This design comes from an exercise in tuning for small area, a short achievable clock period and few clock cycles on the open sky130 flow, not from production work. In this exercise RTL edits were held to simulation tests only and were not proved equivalent to the original. No activity file was given, so power comes from the tool's default toggle rates.

`design.v`:
```
module emu_alu (
    input  wire         clk,
    input  wire         rst,
    input  wire         in_valid,
    output wire         in_ready,
    input  wire [7:0]   variant,
    input  wire [7:0]   g,
    input  wire [7:0]   t0,
    input  wire [7:0]   t1,
    input  wire [127:0] a,
    input  wire [127:0] b,
    output wire         out_valid,
    output wire [127:0] result,
    output reg          wr_en,
    output reg  [5:0]   wr_idx,
    output reg  [2:0]   wr_w,
    output reg          flags_we,
    output reg          flag_less,
    output reg          flag_eq,
    output reg          flag_more,
    output reg          fault_illegal,
    output reg          fault_arith
);
    localparam ST_FIRST = 3'd0;    
    localparam ST_SUM2  = 3'd1;    
    localparam ST_MUL   = 3'd2;    
    localparam ST_NEGA  = 3'd3;    
    localparam ST_NEGB  = 3'd4;    
    localparam ST_MAG   = 3'd5;    
    localparam ST_P1    = 3'd6;    
    localparam ST_P2    = 3'd7;    
    reg         rdy_r;
    reg         val_r;
    reg         outv_r;
    reg [2:0]   st;
    reg [127:0] A;
    reg [129:0] B;
    reg [127:0] ACC;
    reg         c_r;           
    reg [7:0]   cnt;           
    reg         qneg;          
    reg         fix_r;         
    reg [2:0]   op_r;          
    reg         bad_r;         
    reg [7:0]   g_r;
    reg [2:0]   w_r, w0_r, w1_r;
    reg         ff_r;          
    reg         ff1_r;         
    assign in_ready  = rdy_r;
    assign out_valid = outv_r;
    assign result    = ACC;
    wire e8  = (w_r != 3'd4);
    wire e16 = (w_r == 3'd0) || (w_r == 3'd1) || (w_r == 3'd2);
    wire e32 = (w_r == 3'd0) || (w_r == 3'd1);
    wire e64 = (w_r == 3'd0);
    wire [127:0] m = {{64{e64}}, {32{e32}}, {16{e16}}, {8{e8}}, 8'hff};
    wire [127:0] Am = A & m;
    wire [127:0] Bm = B[127:0] & m;
    reg sgn_a, sgn_b;
    always @(*) begin
        case (w_r)
            3'd0:    begin sgn_a = A[127]; sgn_b = B[127]; end
            3'd1:    begin sgn_a = A[63];  sgn_b = B[63];  end
            3'd2:    begin sgn_a = A[31];  sgn_b = B[31];  end
            3'd3:    begin sgn_a = A[15];  sgn_b = B[15];  end
            default: begin sgn_a = A[7];   sgn_b = B[7];   end
        endcase
    end
    wire is_sum  = (op_r == 3'd0);
    wire is_sub  = (op_r == 3'd1);
    wire is_cmp  = (op_r == 3'd2);
    wire is_mul  = (op_r == 3'd3);
    wire is_div  = (op_r == 3'd4);
    wire is_idiv = (op_r == 3'd5);
    wire illegal = bad_r || ff_r || (!is_cmp && ff1_r) ||
                   (w_r != w0_r) || (!is_cmp && w_r != w1_r);
    wire b_zero  = (Bm == 128'd0);
    wire [2:0] bd = {A[1], A[0], c_r};
    wire bd_one = (bd == 3'b001) || (bd == 3'b010) || (bd == 3'b101) || (bd == 3'b110);
    wire bd_two = (bd == 3'b011) || (bd == 3'b100);
    wire bd_neg = A[1] && !(A[0] && c_r);
    reg         s1_a, s1_acc;
    reg         s2_bm, s2_b, s2_b1, s2_bsr;
    reg         inv, cin;
    always @(*) begin
        s1_a = 1'b0; s1_acc = 1'b0;
        s2_bm = 1'b0; s2_b = 1'b0; s2_b1 = 1'b0; s2_bsr = 1'b0;
        inv = 1'b0; cin = 1'b0;
        case (st)
            ST_SUM2: begin s1_a = 1'b1; s2_bm = 1'b1; end
            ST_MUL: begin
                s1_acc = 1'b1; s2_b = bd_one; s2_b1 = bd_two;
                inv = bd_neg; cin = bd_neg;
            end
            ST_NEGA: begin s1_a = 1'b1; inv = 1'b1; end             
            ST_NEGB: begin s2_bm = 1'b1; inv = 1'b1; cin = 1'b1; end  
            ST_P1:   begin s1_a = 1'b1; s2_b = 1'b1; inv = 1'b1; cin = 1'b1; end
            ST_P2: begin
                if (fix_r) begin s1_acc = 1'b1; cin = 1'b1; end      
                else begin s1_a = 1'b1; s2_bsr = 1'b1; inv = 1'b1; cin = 1'b1; end
            end
            default: begin s1_a = 1'b1; s2_bm = 1'b1; inv = 1'b1; cin = 1'b1; end  
        endcase
    end
    wire [129:0] op1 = {2'b00, (Am & {128{s1_a}}) | (ACC & {128{s1_acc}})};
    wire [129:0] op2 = ({2'b00, Bm} & {130{s2_bm}}) | (B & {130{s2_b}}) |
                       ({B[128:0], 1'b0} & {130{s2_b1}}) | ({1'b0, B[129:1]} & {130{s2_bsr}});
    wire [130:0] sum = {1'b0, op1} + {1'b0, op2 ^ {130{inv}}} + {130'd0, cin};
    wire         cy  = sum[130];                  
    wire         zr  = (sum[129:0] == 130'd0);
    wire [127:0] sum_m = sum[127:0] & m;
    wire mul_rest1 = |(Am[127:1]);                 
    wire mul_rest3 = |(Am[127:3]);                 
    reg done;         
    reg nrdy;         
    reg [2:0] nst;
    reg o_ill, o_ar, o_we, o_fwe;
    always @(*) begin
        done = 1'b0; nrdy = 1'b0; nst = st;
        o_ill = 1'b0; o_ar = 1'b0; o_we = 1'b0; o_fwe = 1'b0;
        case (st)
            ST_FIRST: begin
                if (illegal) begin
                    done = 1'b1; o_ill = 1'b1;
                end else if (is_sub || is_cmp) begin
                    done = 1'b1; o_we = is_sub; o_fwe = 1'b1;
                end else if (is_sum) begin
                    nst = ST_SUM2; nrdy = 1'b1;
                end else if (is_mul) begin
                    nst = ST_MUL; nrdy = !mul_rest1;
                end else if (b_zero) begin
                    done = 1'b1; o_ar = 1'b1;
                end else if (is_idiv && sgn_a) begin
                    nst = ST_NEGA;
                end else if (is_idiv && sgn_b) begin
                    nst = ST_NEGB;
                end else if (!cy) begin           
                    done = 1'b1; o_we = 1'b1; o_fwe = 1'b1;
                end else begin
                    nst = ST_P1;
                end
            end
            ST_SUM2: begin
                done = 1'b1; o_we = 1'b1; o_fwe = 1'b1;
            end
            ST_MUL: begin
                if (!mul_rest1) begin
                    done = 1'b1; o_we = 1'b1; o_fwe = 1'b1;
                end
                nrdy = !mul_rest3;
            end
            ST_NEGA: nst = sgn_b ? ST_NEGB : ST_MAG;
            ST_NEGB: nst = ST_MAG;
            ST_MAG: begin
                if (!cy) begin
                    done = 1'b1; o_we = 1'b1; o_fwe = 1'b1;
                end else begin
                    nst = ST_P1;
                end
            end
            ST_P1: begin
                if (!cy) nst = ST_P2;
            end
            default: begin  
                if (fix_r || (cnt == 8'd1 && !qneg)) begin
                    done = 1'b1; o_we = 1'b1; o_fwe = 1'b1;
                end
                nrdy = !fix_r && ((cnt == 8'd2 && !qneg) || (cnt == 8'd1 && qneg));
            end
        endcase
    end
    wire       in_bad  = (variant > 8'd5);
    wire       in_fast = in_bad || (variant == 8'd1) || (variant == 8'd2);
    wire [2:0] in_w  = g  % 5;
    wire [2:0] in_w0 = t0 % 5;
    wire [2:0] in_w1 = t1 % 5;
    wire take = rdy_r;    
    always @(posedge clk) begin
        if (rst) begin
            rdy_r  <= 1'b1;
            val_r  <= 1'b0;
            outv_r <= 1'b0;
            st     <= ST_FIRST;
        end else begin
            outv_r <= val_r && done;
            if (take) begin
                val_r <= in_valid;
                st    <= ST_FIRST;
                rdy_r <= in_valid ? in_fast : 1'b1;
            end else if (val_r && done) begin
                val_r <= 1'b0;
                st    <= ST_FIRST;
                rdy_r <= 1'b1;
            end else begin
                st    <= nst;
                rdy_r <= nrdy;
            end
        end
    end
    always @(posedge clk) begin
        if (take) begin
            op_r  <= variant[2:0];
            bad_r <= in_bad;
            g_r   <= g;
            w_r   <= in_w;
            w0_r  <= in_w0;
            w1_r  <= in_w1;
            ff_r  <= (g == 8'd255) || (t0 == 8'd255);
            ff1_r <= (t1 == 8'd255);
        end
    end
    always @(posedge clk) begin
        if (val_r && st == ST_FIRST) begin
            flag_less <= !cy;
            flag_eq   <= zr;
            flag_more <= cy && !zr;
        end
        if (val_r && done) begin
            wr_en         <= o_we;
            flags_we      <= o_fwe;
            fault_illegal <= o_ill;
            fault_arith   <= o_ar;
            wr_idx        <= g_r / 5;
            wr_w          <= w_r;
        end
    end
    always @(posedge clk) begin
        if (take)
            A <= a;
        else if (st == ST_MUL)
            A <= Am >> 2;
        else if (st == ST_NEGA)
            A <= ~sum[127:0];
        else if (st == ST_P2 && !fix_r && cy)
            A <= sum[127:0];
        if (take)
            B <= {2'b00, b};
        else if (st == ST_MUL || st == ST_P1 && cy)
            B <= {B[127:0], 2'b00};
        else if ((st == ST_FIRST || st == ST_MAG) && nst == ST_P1)
            B <= {Bm, 2'b00};
        else if (st == ST_NEGB)
            B <= {2'b00, sum_m};
        else if (st == ST_P2)
            B <= {1'b0, B[129:1]};
        case (st)
            ST_FIRST: begin
                if (is_mul)
                    ACC <= 128'd0;
                else if (is_div || is_idiv)
                    ACC <= 128'd0;
                else
                    ACC <= sum_m;
            end
            ST_SUM2, ST_MUL: ACC <= sum_m;
            ST_MAG:  ACC <= (qneg && cy) ? m : 128'd0;
            ST_P2: begin
                if (fix_r)
                    ACC <= sum_m;
                else
                    ACC <= {ACC[126:0], cy ^ qneg} & m;
            end
            default: ;
        endcase
        if (st == ST_FIRST) begin
            c_r   <= 1'b0;
            cnt   <= 8'd2;
            qneg  <= is_idiv && (sgn_a ^ sgn_b);
            fix_r <= 1'b0;
        end else if (st == ST_MUL) begin
            c_r <= A[1];
        end else if (st == ST_MAG) begin
            cnt <= 8'd2;
        end else if (st == ST_P1) begin
            if (cy) cnt <= cnt + 8'd2;
        end else if (st == ST_P2) begin
            cnt <= cnt - 8'd1;
            if (cnt == 8'd1) fix_r <= 1'b1;
        end
    end
endmodule
```
`run.sh`:
```
#!/bin/bash
# synth_recipe.tcl (not shown) runs the flow's synth.tcl, then flattens the netlist and writes it again
# the make line also repeats each setting of config.mk as NAME=value (left out here)
make -C /OpenROAD-flow-scripts/flow DESIGN_CONFIG=/design/flow/config.mk WORK_HOME=/design/flow/orfs CLKGATE_MAP_FILE= SYNTH_SCRIPT=/design/flow/synth_recipe.tcl finish
```
`config.mk`:
```
export PLATFORM = sky130hd
export DESIGN_NAME = emu_alu
export DESIGN_NICKNAME = emu_alu
export VERILOG_FILES = /design/flow/design.v
export SDC_FILE = /design/flow/constraint.sdc
export NUM_CORES = 4
export LEC_CHECK = 0
export CAP_MARGIN = 20
export CORE_MARGIN = 2
export CORE_UTILIZATION = 40
export SLEW_MARGIN = 20
```
`constraint.sdc`:
```
create_clock -name core_clock -period 12.0 [get_ports {clk}]
set_input_delay 2.4000 -clock core_clock [delete_from_list [all_inputs] [get_ports {clk}]]
set_output_delay 2.4000 -clock core_clock [all_outputs]
set_load 0.01 [all_outputs]
```
==> results.yml <==
logic_synthesis:
  synth_top_area_frac: 0.3054
  syn-cell-area_um2: 41690
  synthCells: 5208
  synth_nets: 5655
  avgSynthCellArea_um2: 8.004
  ys.flop_type: "edfxtp_1"
  synth_area_leader_cell: "edfxtp_1"
  synth_warnings: 1
  synth.distinct_cells: 106
  async_flop_share: 0
  synth_area_leaders: "edfxtp_1 31%, nand2_1 6.5%, o21ai_0 6.3%, a21oi_1 5.2%, xnor2_1 4.8%"
  seq_area_frac_synth: 0.3141
  ys_seq_elements: 442
  synth_enable_flop_cells: 424
floorplan:
  die_w_um: 326.8
  initial_core_util: 0.4028
  rows: 118
  core_area_um2: 103500
  die-area_um2: 106800
  die_h_um: 326.8
  boundaryPins: 437
power_and_ir_drop:
  leakagePower_nw: 19.07
  finalPower_mw: 12.37
  ir_drop_v: 0.0001698
  power_density_nw_per_um2: 252.9
worst_hold_path:
  hold-path-endpoint: "val_r"
  worstHoldPathType: "reg2reg"
  worstHoldStart: "val_r"
  hold_path_depth: 2
place:
  gp_congestion: 1.050
  io_buffer_count: 436
  placed_cells: 6704
  dp_hpwl_mm: 148.5
  dpl_worst_slack_ns: 2.792
global_routing:
  grt_usage: 0.3532
  antenna_found_initial: 10
  grt_max_degree: 133
  grt_pass1_wl_mm: 287.2
  grt_pass1_vias: 42190
  overflow: 0
layout:
  syn2layout_area_growth_pct: 17.32
  final_layout_size_suffix_gt1_frac: 0.05064
  finalNonFillerCells: 6818
  nets: 5830
detailed_routing:
  avgRoutedWirePerCell_um: 28.94
  drtIter0Drc: 6771
  drc: 0
  routed_wl_mm: 197.3
  antenna_left: 0
  dr_total_vias: 45590
  drt_first_pass_iters: 13
  viasPerCell: 6.686
clock_tree:
  postCtsSetupBuffers: 0
  cts_sinks: 442
  cts_tree: "yes"
  clockBufferDepth: 3
  htree_levels: 2
  cts_root_buf: "clkbuf_16"
  cts_buffers: 56
  clk_pin_slew_ns: 0.06
  hold_buffers: 0
  cts_resized: 0
  clkLatencyLatePin_ns: 0.70
sta:
  slew_headroom: 0.1501
  report.final.slew_viol_count: 0
  hold_viol_final: 0
  setup_viol: 0
  min_period_ns: 9.467
  rsz0062_at_grt: "no"
  worst_pin_slew_ns: 1.263
  setup_slack_ns: 2.533
  fmax_mhz: 105.6
  final.setup.tns_ns: 0
  post-route-period-util: 0.7889
  fin_skew_ns: 0.04370
worst_setup_path:
  worstPathMaxFanout: 54
  critical_path_class: "reg2reg"
  reg2reg_slack_ns: 2.53
  required_ns: 12.50
  cp.arrival_ns: 9.96
  r2r_cells: 26
  end_kind: "flop"
  startpoint_type: "flop"
  r2r_start: "st[0]"
  r2r_end: "ACC[76]"
job:
  maxCapViolCount: 0
outcome:
  status: "finished clean"
-- cells in the final DEF, fill, tap and decap left out, types with 19 or more instances in the layout --
cell type,count
buf_4,82
nand4_1,87
inv_1,170
nand3_1,187
a221oi_1,97
nor3_1,82
a222oi_1,127
a21oi_1,430
a21o_1,93
a211oi_1,55
a22o_1,31
ha_1,154
a22oi_1,112
clkbuf_16,56
xnor2_1,230
o31ai_1,23
and3_1,24
mux2i_1,19
a31oi_1,40
and2_1,27
edfxtp_1,424
or2_2,21
nor2_1,327
o221ai_1,22
nand2_1,718
nor4_1,76
o21bai_1,39
clkdlybuf4s50_1,436
o21ai_0,522
xor2_1,60
o211ai_1,69
o21a_1,23
nor2b_1,25
a221o_1,108
or3_1,32
-- per-layer routing --
layer | wire length (um) | global-route usage | up-vias | part of all wire
li1 | - | - | 20390 | -
met1 | 80930 | 0.4843 | 22040 | 0.41
met2 | 87790 | 0.5525 | 2790 | 0.44
met3 | 20310 | 0.06267 | 366 | 0.10
met4 | 8244 | 0.1362 | 2 | 0.042
met5 | 13 | 0 | - | 0.000066
-- state kept, by name, indices dropped and copies added, names as in the netlist, 3 cells and up --
signal	count
w0_r	3
cnt	8
g_r	8
w_r	3
A	128
w1_r	3
wr_idx	6
ACC	128
B	130
st	3
op_r	3
wr_w	3
-- synth_stat cells, drive strengths merged, types with 23 or more instances --
cell type  count
a211oi        57
a21o          93
a21oi        434
a221o        108
a221oi        97
a222oi       127
a22o          31
a22oi        112
a31oi         40
and2          29
and3          24
buf           50
clkbuf       354
edfxtp       424
ha           154
inv          171
nand2        721
nand3        187
nand4         87
nor2         341
nor2b         27
nor3          85
nor4          80
o211ai        70
o21a          23
o21ai        538
o21bai        39
o31ai         25
or3           32
xnor2        231
xor2          60
-- worst max path at each step --
| stage | from | to | slack (ns) |
|---|---|---|---|
| final | st[0] | ACC[76] | 2.53 |
| after global routing | st[2] | ACC[76] | 2.18 |
| after CTS | st[2] | ACC[76] | 2.74 |
| after detailed placement | st[0] | ACC[80] | 2.79 |
| after global placement | st[2] | flag_more | 2.95 |
| after floorplan | st[1] | A[0] | 0.89 |
-- worst max-delay path, cell delays in order, from the launching register on --
cell and delay (ns):
dfxtp_4 0.91, nor2_1 0.31, nor2_1 0.26, nor2_4 0.08
o32ai_4 0.20, buf_4 0.65, xor2_1 0.19, fa_1 0.46
fa_1 0.44, nor2b_1 0.17, o211ai_1 0.13, a21oi_1 0.27
o311a_1 0.46, o2111ai_1 0.42, a2111oi_2 0.93, o211a_1 0.25
o21ai_1 0.09, a21oi_2 0.41, ha_1 0.22, and3_1 0.16
buf_4 0.29, and2_1 0.17, buf_4 0.39, nor2b_4 0.65
buf_4 0.46, a21oi_1 0.08, o21ai_0 0.11
-- report_power, final --
part           leakage, nW  switching, mW  internal [mW]  total [mW]
combinational         13.4           5.74           2.62        8.36
clock                0.852          0.767          0.928        1.70
sequential            4.80          0.331           1.99        2.32
-- stage by stage --
stage	area [um2]	utilization	hold slack, ns
after global placement	47090	0.4550	0.4567
after CTS	48850	0.4720	0.4768
after global routing	48900	0.4724	0.4964
final	48900	0.4725	0.4737
after floorplan	41690	-	0.4244
after detailed placement	47090	0.4550	0.4672
-- kinds of logic (layout without fill, tap and decap cells) --
family                     after synthesis  after routing  synth area share
buffers and inverters                  579            801           0.05349
xor gates and xnor gates               291            291           0.06132
muxes                                   27             27          0.007263
adders and majority gates              161            161           0.04838
AOI/OAI and AO/OA                     1989           1989            0.3251
other                                    0              8                 0
DFF                                    442            442            0.3141
and+or+nand+nor                       1719           1719            0.1903
-- cell type report --
type                            count  area (um2)
Antenna cell                        8       20.02
Clock buffer                       66        1449
Multi-Input combinational cell   4187       26610
Clock inverter                     39       305.3
Inverter                          175       656.9
Tap cell                         1380        1727
Fill cell                       10290       54590
Sequential cell                   442       13100
Timing Repair Buffer              521        5040
Testbench counts, summed over its fixed seeds: cycles 48,442.

what the ideal ports hide:
Ports are ideal in the flow. The routed layout listed here was re-timed in OpenROAD.
Step 1 sets driving cells, clkbuf_16 on the clock port and buf_2 on the other inputs (assumed; they add their load-dependent delay and slew).
Step 2, shift: input delay + t, output delay - t, t = (earliest + latest rising clock arrival at the registers) / 2. This alone moves slack from input paths to output paths.
Slacks: no drivers / after step 1 / after step 2; pairs: no drivers / after step 1.
shift t [ns]: 0.747
setup slack, ns: 2.533 / 2.533 / 2.533
worst hold slack (ns): 0.474 / 0.474 / 0.474
worst data-port slew with drivers (ns): 0.12
pins driven straight from the clock port: 1
After both steps this run still meets setup and hold. The setup slack of this run moves by 0.000 ns with the drivers and by 0.000 ns with both steps.
